This design comes from an exercise in tuning for small area, a short achievable clock period and few clock cycles per item on the open sky130 flow, not from production work. Function was checked by simulation only, so behaviour that the tests miss may differ from the original. No activity file was given, so power comes from the tool's default toggle rates.

### config.mk
export PLATFORM = sky130hd
export DESIGN_NAME = fm_lpf
export DESIGN_NICKNAME = fm_lpf
export VERILOG_FILES = /design/flow/design.v
export SDC_FILE = /design/flow/constraint.sdc
export NUM_CORES = 4
export LEC_CHECK = 0
export CAP_MARGIN = 20
export CORE_MARGIN = 2
export CORE_UTILIZATION = 40
export SLEW_MARGIN = 20
### constraint.sdc
create_clock -name core_clock -period 10.0 [get_ports {clk}]
set_input_delay 2.0000 -clock core_clock [delete_from_list [all_inputs] [get_ports {clk}]]
set_output_delay 2.0000 -clock core_clock [all_outputs]
set_load 0.01 [all_outputs]
### design.v
module fm_lpf (
    input  wire        clk,
    input  wire        rst,           
    input  wire        in_valid,
    output wire        in_ready,
    input  wire [15:0] in_ph,         
    output reg         out_valid,
    output reg  [15:0] out_audio      
);
    localparam N     = 128;
    localparam NOUT  = 26;
    localparam AW    = 40;            
    localparam S_LOAD = 1'b0;
    localparam S_COMP = 1'b1;
    reg               state;
    reg        [6:0]  cnt;            
    reg        [4:0]  m;              
    reg        [6:0]  cidx;           
    reg signed [AW-1:0] acc;
    reg signed [15:0] buffer [0:N-1];
    reg signed [15:0] coef_v;
    always @(*) begin
        case (cidx)
            7'd0: coef_v = 16'sd15708;
            7'd1: coef_v = 16'sd15230;
            7'd2: coef_v = 16'sd13843;
            7'd3: coef_v = 16'sd11690;
            7'd4: coef_v = 16'sd8986;
            7'd5: coef_v = 16'sd5996;
            7'd6: coef_v = 16'sd3004;
            7'd7: coef_v = 16'sd276;
            7'd8: coef_v = -16'sd1963;
            7'd9: coef_v = -16'sd3562;
            7'd10: coef_v = -16'sd4447;
            7'd11: coef_v = -16'sd4635;
            7'd12: coef_v = -16'sd4218;
            7'd13: coef_v = -16'sd3352;
            7'd14: coef_v = -16'sd2228;
            7'd15: coef_v = -16'sd1049;
            7'd16: coef_v = 16'sd0;
            7'd17: coef_v = 16'sd773;
            7'd18: coef_v = 16'sd1180;
            7'd19: coef_v = 16'sd1196;
            7'd20: coef_v = 16'sd855;
            7'd21: coef_v = 16'sd244;
            7'd22: coef_v = -16'sd518;
            7'd23: coef_v = -16'sd1295;
            7'd24: coef_v = -16'sd1963;
            7'd25: coef_v = -16'sd2422;
            7'd26: coef_v = -16'sd2612;
            7'd27: coef_v = -16'sd2520;
            7'd28: coef_v = -16'sd2178;
            7'd29: coef_v = -16'sd1658;
            7'd30: coef_v = -16'sd1053;
            7'd31: coef_v = -16'sd469;
            7'd32: coef_v = 16'sd0;
            7'd33: coef_v = 16'sd283;
            7'd34: coef_v = 16'sd342;
            7'd35: coef_v = 16'sd176;
            7'd36: coef_v = -16'sd176;
            7'd37: coef_v = -16'sd650;
            7'd38: coef_v = -16'sd1161;
            7'd39: coef_v = -16'sd1624;
            7'd40: coef_v = -16'sd1963;
            7'd41: coef_v = -16'sd2127;
            7'd42: coef_v = -16'sd2092;
            7'd43: coef_v = -16'sd1871;
            7'd44: coef_v = -16'sd1507;
            7'd45: coef_v = -16'sd1063;
            7'd46: coef_v = -16'sd616;
            7'd47: coef_v = -16'sd241;
            7'd48: coef_v = 16'sd0;
            7'd49: coef_v = 16'sd70;
            7'd50: coef_v = -16'sd39;
            7'd51: coef_v = -16'sd306;
            7'd52: coef_v = -16'sd684;
            7'd53: coef_v = -16'sd1106;
            7'd54: coef_v = -16'sd1502;
            7'd55: coef_v = -16'sd1804;
            7'd56: coef_v = -16'sd1963;
            7'd57: coef_v = -16'sd1954;
            7'd58: coef_v = -16'sd1779;
            7'd59: coef_v = -16'sd1469;
            7'd60: coef_v = -16'sd1078;
            7'd61: coef_v = -16'sd673;
            7'd62: coef_v = -16'sd322;
            7'd63: coef_v = -16'sd84;
            7'd64: coef_v = 16'sd0;
            7'd65: coef_v = -16'sd84;
            7'd66: coef_v = -16'sd322;
            7'd67: coef_v = -16'sd673;
            7'd68: coef_v = -16'sd1078;
            7'd69: coef_v = -16'sd1469;
            7'd70: coef_v = -16'sd1779;
            7'd71: coef_v = -16'sd1954;
            7'd72: coef_v = -16'sd1963;
            7'd73: coef_v = -16'sd1804;
            7'd74: coef_v = -16'sd1502;
            7'd75: coef_v = -16'sd1106;
            7'd76: coef_v = -16'sd684;
            7'd77: coef_v = -16'sd306;
            7'd78: coef_v = -16'sd39;
            7'd79: coef_v = 16'sd70;
            7'd80: coef_v = 16'sd0;
            7'd81: coef_v = -16'sd241;
            7'd82: coef_v = -16'sd616;
            7'd83: coef_v = -16'sd1063;
            7'd84: coef_v = -16'sd1507;
            7'd85: coef_v = -16'sd1871;
            7'd86: coef_v = -16'sd2092;
            7'd87: coef_v = -16'sd2127;
            7'd88: coef_v = -16'sd1963;
            7'd89: coef_v = -16'sd1624;
            7'd90: coef_v = -16'sd1161;
            7'd91: coef_v = -16'sd650;
            7'd92: coef_v = -16'sd176;
            7'd93: coef_v = 16'sd176;
            7'd94: coef_v = 16'sd342;
            7'd95: coef_v = 16'sd283;
            7'd96: coef_v = 16'sd0;
            7'd97: coef_v = -16'sd469;
            7'd98: coef_v = -16'sd1053;
            7'd99: coef_v = -16'sd1658;
            7'd100: coef_v = -16'sd2178;
            7'd101: coef_v = -16'sd2520;
            7'd102: coef_v = -16'sd2612;
            7'd103: coef_v = -16'sd2422;
            7'd104: coef_v = -16'sd1963;
            7'd105: coef_v = -16'sd1295;
            7'd106: coef_v = -16'sd518;
            7'd107: coef_v = 16'sd244;
            7'd108: coef_v = 16'sd855;
            7'd109: coef_v = 16'sd1196;
            7'd110: coef_v = 16'sd1180;
            7'd111: coef_v = 16'sd773;
            7'd112: coef_v = 16'sd0;
            7'd113: coef_v = -16'sd1049;
            7'd114: coef_v = -16'sd2228;
            7'd115: coef_v = -16'sd3352;
            7'd116: coef_v = -16'sd4218;
            7'd117: coef_v = -16'sd4635;
            7'd118: coef_v = -16'sd4447;
            7'd119: coef_v = -16'sd3562;
            7'd120: coef_v = -16'sd1963;
            7'd121: coef_v = 16'sd276;
            7'd122: coef_v = 16'sd3004;
            7'd123: coef_v = 16'sd5996;
            7'd124: coef_v = 16'sd8986;
            7'd125: coef_v = 16'sd11690;
            7'd126: coef_v = 16'sd13843;
            7'd127: coef_v = 16'sd15230;
            default: coef_v = 16'sd0;
        endcase
    end
    assign in_ready = (state == S_LOAD) && !rst;
    wire   accept   = in_valid && in_ready;
    wire signed [31:0]   prod    = buffer[0] * coef_v;
    wire signed [AW-1:0] acc_nxt = acc + {{(AW-32){prod[31]}}, prod};
    wire signed [AW-1:0] acc_abs = acc_nxt[AW-1] ? -acc_nxt : acc_nxt;
    wire        [AW-1:0] q_abs   = acc_abs >> 16;
    wire        [15:0]   q       = acc_nxt[AW-1] ? (16'd0 - q_abs[15:0]) : q_abs[15:0];
    integer i;
    always @(posedge clk) begin
        if (accept || state == S_COMP) begin
            for (i = 0; i < N - 1; i = i + 1)
                buffer[i] <= buffer[i + 1];
            buffer[N - 1] <= (state == S_LOAD) ? in_ph : buffer[0];
        end
    end
    always @(posedge clk) begin
        if (rst) begin
            state     <= S_LOAD;
            cnt       <= 7'd0;
            m         <= 5'd0;
            cidx      <= 7'd0;
            acc       <= {AW{1'b0}};
            out_valid <= 1'b0;
            out_audio <= 16'd0;
        end else begin
            out_valid <= 1'b0;
            case (state)
                S_LOAD: begin
                    if (accept) begin
                        cnt <= cnt + 7'd1;
                        if (cnt == 7'd127) begin
                            state <= S_COMP;
                            m     <= 5'd0;
                            cidx  <= 7'd0;
                            acc   <= {AW{1'b0}};
                        end
                    end
                end
                S_COMP: begin
                    cnt  <= cnt + 7'd1;
                    cidx <= cidx - 7'd1;
                    if (cnt == 7'd127) begin
                        out_valid <= 1'b1;
                        out_audio <= q;
                        acc       <= {AW{1'b0}};
                        m         <= m + 5'd1;
                        cidx      <= 7'd5 * {2'b00, m + 5'd1};
                        if (m == NOUT - 1)
                            state <= S_LOAD;
                    end else begin
                        acc <= acc_nxt;
                    end
                end
            endcase
        end
    end
endmodule
### run.sh
#!/bin/bash
# synth_recipe.tcl (not shown) runs the flow's synth.tcl, then flattens the netlist and writes it again
# the make line also repeats each setting of config.mk as NAME=value (left out here)
make -C /OpenROAD-flow-scripts/flow DESIGN_CONFIG=/design/flow/config.mk WORK_HOME=/design/flow/orfs CLKGATE_MAP_FILE= SYNTH_SCRIPT=/design/flow/synth_recipe.tcl finish
==> flow_summary.yaml <==
status:
  status: "complete, no violations"
route:
  first_pass_iters: 7
  vias: 36400
  wl_um: 133000
  drtIter0Drc: 3112
  ant_nets: 0
  wl_per_cell_um: 17.7
  viasPerCell: 4.83
  drcViolationCount: 0
pwr:
  seqPwrFrac_pct: 38.2
  finalPower_mw: 26.8
  intPower_mw: 18.4
  p_sw_share_pct: 31.4
  powerDensity_mw_per_mm2: 291
  comb_power_share_pct: 33.5
  peakVddDrop_mv: 0.553
  clock_power_share_pct: 28.3
  leakagePower_nw: 32.4
  p_switching_mw: 8.43
floorplanning:
  pin_count: 37
  start_util_pct: 40.2
  die_h_um: 452
  die-area_mm2: 0.205
  core_area_mm2: 0.200
  die_w_um: 452
  fp-row-count: 164
logic_synthesis:
  ys.flop_type: "edfxtp_1"
  syn_area_per_cell_um2: 18.2
  ys_ff_latch: 2140
  async_flop_share_pct: 0
  synth_edf_count: 2048
  synth_nets: 4838
  synthCells: 4409
  synth.cell_area_mm2: 0.0804
  yosysWarnings: 2
  yosysSeqAreaShare_pct: 78.8
  ys_types: 85
sta:
  worst_slack_ns: 0.298
  setup_viol: 0
  relSlewSlack_pct: 26.6
  fin_crit_sh_pct: 97.0
  worstMarginPinSlew_ns: 1.10
  fin_skew_ns: 0.0571
  fin_crit_ns: 9.70
  max_freq_mhz: 103
  rsz0062_at_grt: "yes"
  hold_ws_ns: 0.387
  tns_ns: 0
  hold_violations: 0
  slew_viol_final: 0
clocking:
  clk_latency_ns: 0.82
  path_clk_slew_ns: 0.07
  cts.path.max_buffers: 3
  cts_tree: "done"
  numClockSinks: 2140
  numCtsBuffers: 205
  htree_levels: 4
  clockRootBuffer: "clkbuf_16"
worst_setup_path:
  timing.rr.end: "out_audio[6]"
  crit_top_cell: "fa_1"
  cp.required_ns: 10.72
  arrival_ns: 10.42
  worst_setup_path_start_kind: "register"
  rr_worst_depth: 41
  reg2reg_slack_ns: 0.30
  r2r-start: "buffer[0][11]"
  cpPeakStageDelay_ns: 0.57
  cp_slowest_cell: "fa_2"
  critPathKind: "reg2reg"
  end_kind: "register"
  crit_fanout: 8
place:
  hpwl_um: 80700
  io_buffers: 36
  placed_cells: 7143
  gp_congestion: 0.833
  dp_slack_ns: -0.0522
  place_area_mm2: 0.0851
cells_and_area:
  area_delta_synth_final_pct: 14.7
  fin_nets: 5135
  nFillCells: 16900
  drive_gt1_share_pct: 12.1
  fin_util_pct: 46.1
  final_cells: 7533
  postLayoutCellArea_mm2: 0.0922
global_routing:
  antenna_found_initial: 5
  grt_pass1_vias: 36300
  grt_max_degree: 210
  grt_use_total_pct: 13.0
  grt_remaining_overflow: 0
  grt_pass1_wl_um: 209000
hold_path:
  hold_path_startpoint: "buffer[14][14]"
  min_to: "buffer[13][14]"
  min-delay-path-class: "reg2reg"
  hold_depth: 0
job:
  cap_violations: 0
## timing repair
item | 4_1_cts | 5_1_grt
resized for setup | 3 | 50
hold buffers | 0 | 0
endpoints found under the setup margin | 6 | 12
pin swaps | 1 | 23
setup buffers | 1 | 10
## layer usage
metal,track usage [%],vias to the layer above,wire [µm]
li1,-,16900,-
met1,19.6,18600,65500
met2,18.6,648,57800
met3,2.95,248,6220
met4,4.31,0,3670
met5,0,-,0
## critical path: cells and delay by family (launching register included)
kind / cells / cell delay, ns
muxes: 2 / 0.50
adders and majority gates: 9 / 3.83
AOI/OAI and AO/OA: 12 / 2.20
DFF: 1 / 0.56
xor gates and xnor gates: 3 / 0.47
and+or+nand+nor: 6 / 0.93
buffers and inverters: 9 / 1.09
## cells in the mapped netlist, types with 5 or more instances
master	count	area share (%)
xor2_1	30	0.33
mux2_2	18	0.25
or3_1	14	0.11
nand2_1	252	1.2
o211ai_1	31	0.29
inv_1	331	1.5
nor3_1	40	0.25
o21bai_1	13	0.12
nand4_1	13	0.10
a211oi_1	33	0.31
nand3b_1	10	0.093
a221oi_1	5	0.054
o2111ai_1	6	0.065
nor2_1	181	0.84
o311ai_0	7	0.076
a311oi_1	8	0.087
mux2i_1	13	0.16
nand2b_1	23	0.18
xnor2_1	54	0.59
a211o_1	6	0.065
o22ai_1	13	0.10
or4_1	7	0.065
o221ai_1	11	0.12
nor2b_1	19	0.15
nor4_1	9	0.070
a31oi_1	23	0.18
buf_1	15	0.070
fa_1	265	6.6
o21a_1	12	0.11
ha_1	145	2.3
a22oi_1	40	0.37
and3_1	11	0.086
a21boi_0	5	0.047
a21o_1	32	0.30
o21ai_0	94	0.58
edfxtp_1	2048	76
and2_1	116	0.90
o31ai_1	6	0.056
nand3_1	28	0.17
a21oi_1	130	0.81
dfxtp_1	92	2.3
clkbuf_1	121	0.56
## placed cells by master (no fill, tap or decap), types with 34 or more instances in the layout
| cell type | synthesis | final |
|---|---|---|
| a21oi_1 | 130 | 123 |
| a22oi_1 | 40 | 40 |
| and2_1 | 116 | 115 |
| buf_4 | 0 | 177 |
| clkbuf_1 | 121 | 34 |
| clkbuf_16 | 0 | 207 |
| clkdlybuf4s50_1 | 0 | 35 |
| clkinv_1 | 0 | 45 |
| clkinv_2 | 0 | 39 |
| dfxtp_1 | 92 | 87 |
| edfxtp_1 | 2048 | 2048 |
| fa_1 | 265 | 263 |
| ha_1 | 145 | 137 |
| inv_1 | 331 | 325 |
| nand2_1 | 252 | 251 |
| nor2_1 | 181 | 177 |
| nor3_1 | 40 | 37 |
| o21ai_0 | 94 | 86 |
| xnor2_1 | 54 | 52 |
## power by group through the flow
stage          logic, mW  registers, mW  clock network, mW
2_1_floorplan       5.58           10.5                  0
3_3_place_gp        8.49           10.4                  0
3_5_place_dp        8.57           10.4                  0
4_1_cts             8.65           10.3               7.86
5_1_grt             10.0           10.3               8.21
6_report            8.98           10.3               7.61
## final cells by class
cell class / instances / area [µm²] / area share (%)
antenna: 3 / 7.51 / 0.00814
clock buffer: 241 / 5310 / 5.76
clock inverter: 134 / 1440 / 1.56
inverter: 333 / 1250 / 1.36
multi-input combinational: 1798 / 15600 / 16.9
sequential: 2140 / 63300 / 68.7
tap: 2656 / 3320 / 3.60
timing repair buffer: 228 / 1940 / 2.10
## how the worst max path moves through the flow
| stage | from | end | slack, ns | cells after the start |
|---|---|---|---|---|
| 6_report | buffer[0][11] | out_audio[6] | 0.30 | 41 |
| 5_1_grt | buffer[0][11] | out_audio[10] | -0.14 | 42 |
| 4_1_cts | buffer[0][9] | out_audio[4] | 0.006 | 37 |
| 3_5_place_dp | buffer[0][9] | out_audio[4] | -0.05 | 38 |
| 3_3_place_gp | coef_v[5] | out_audio[12] | 0.09 | 42 |
| 2_1_floorplan | rst | coef_v[1] | -0.42 | 16 |
## sequential cells by signal, indices dropped and copies added (netlist names)
signal and flops:
buffer 2048, acc 40, out_audio 16, coef_v 15, cidx 7, cnt 7, m 5, out_valid 1
state 1
## cell families after synthesis
family,share of synthesized area [%]
AO/OA/AOI/OAI,4.37
XOR/XNOR,0.943
adder cells (fa/ha/maj),8.85
buffers and inverters,2.20
flip-flops,78.8
multiplexers,0.414
AND/OR/NAND/NOR,4.46
Testbench counts, summed over its fixed seeds: cycles 221,192, samples 8,192.

## afterwards: timing with drivers on the ports
In the flow no input, the clock included, has a driving cell. The finished layout below was timed again as built, in two steps.
Step 1 (the two cells are an assumption about what drives the block):
set clk [get_ports {clk}]
set_driving_cell -lib_cell sky130_fd_sc_hd__clkbuf_16 $clk
set_driving_cell -lib_cell sky130_fd_sc_hd__buf_2 [delete_from_list [all_inputs] $clk]
Step 2 times the ports against the registers' clock, not the clock port: input delays grow and output delays shrink by t, the midpoint of the rising clock arrivals with the driver on.
a / b / c = no drivers / after step 1 / after step 2; a / b = the first two.
t, ns: 0.873
setup WS [ns]: 0.298 / 0.298 / 0.298
hold slack, ns: 0.387 / 0.387 / 0.387
slew at the worst register clock pin (ns): 0.07 / 0.07
pins driven straight from the clock port: 1
After both steps setup and hold are still met in this run. For this run, drivers alone change the setup slack by 0.000 ns; drivers and shift together by 0.000 ns.
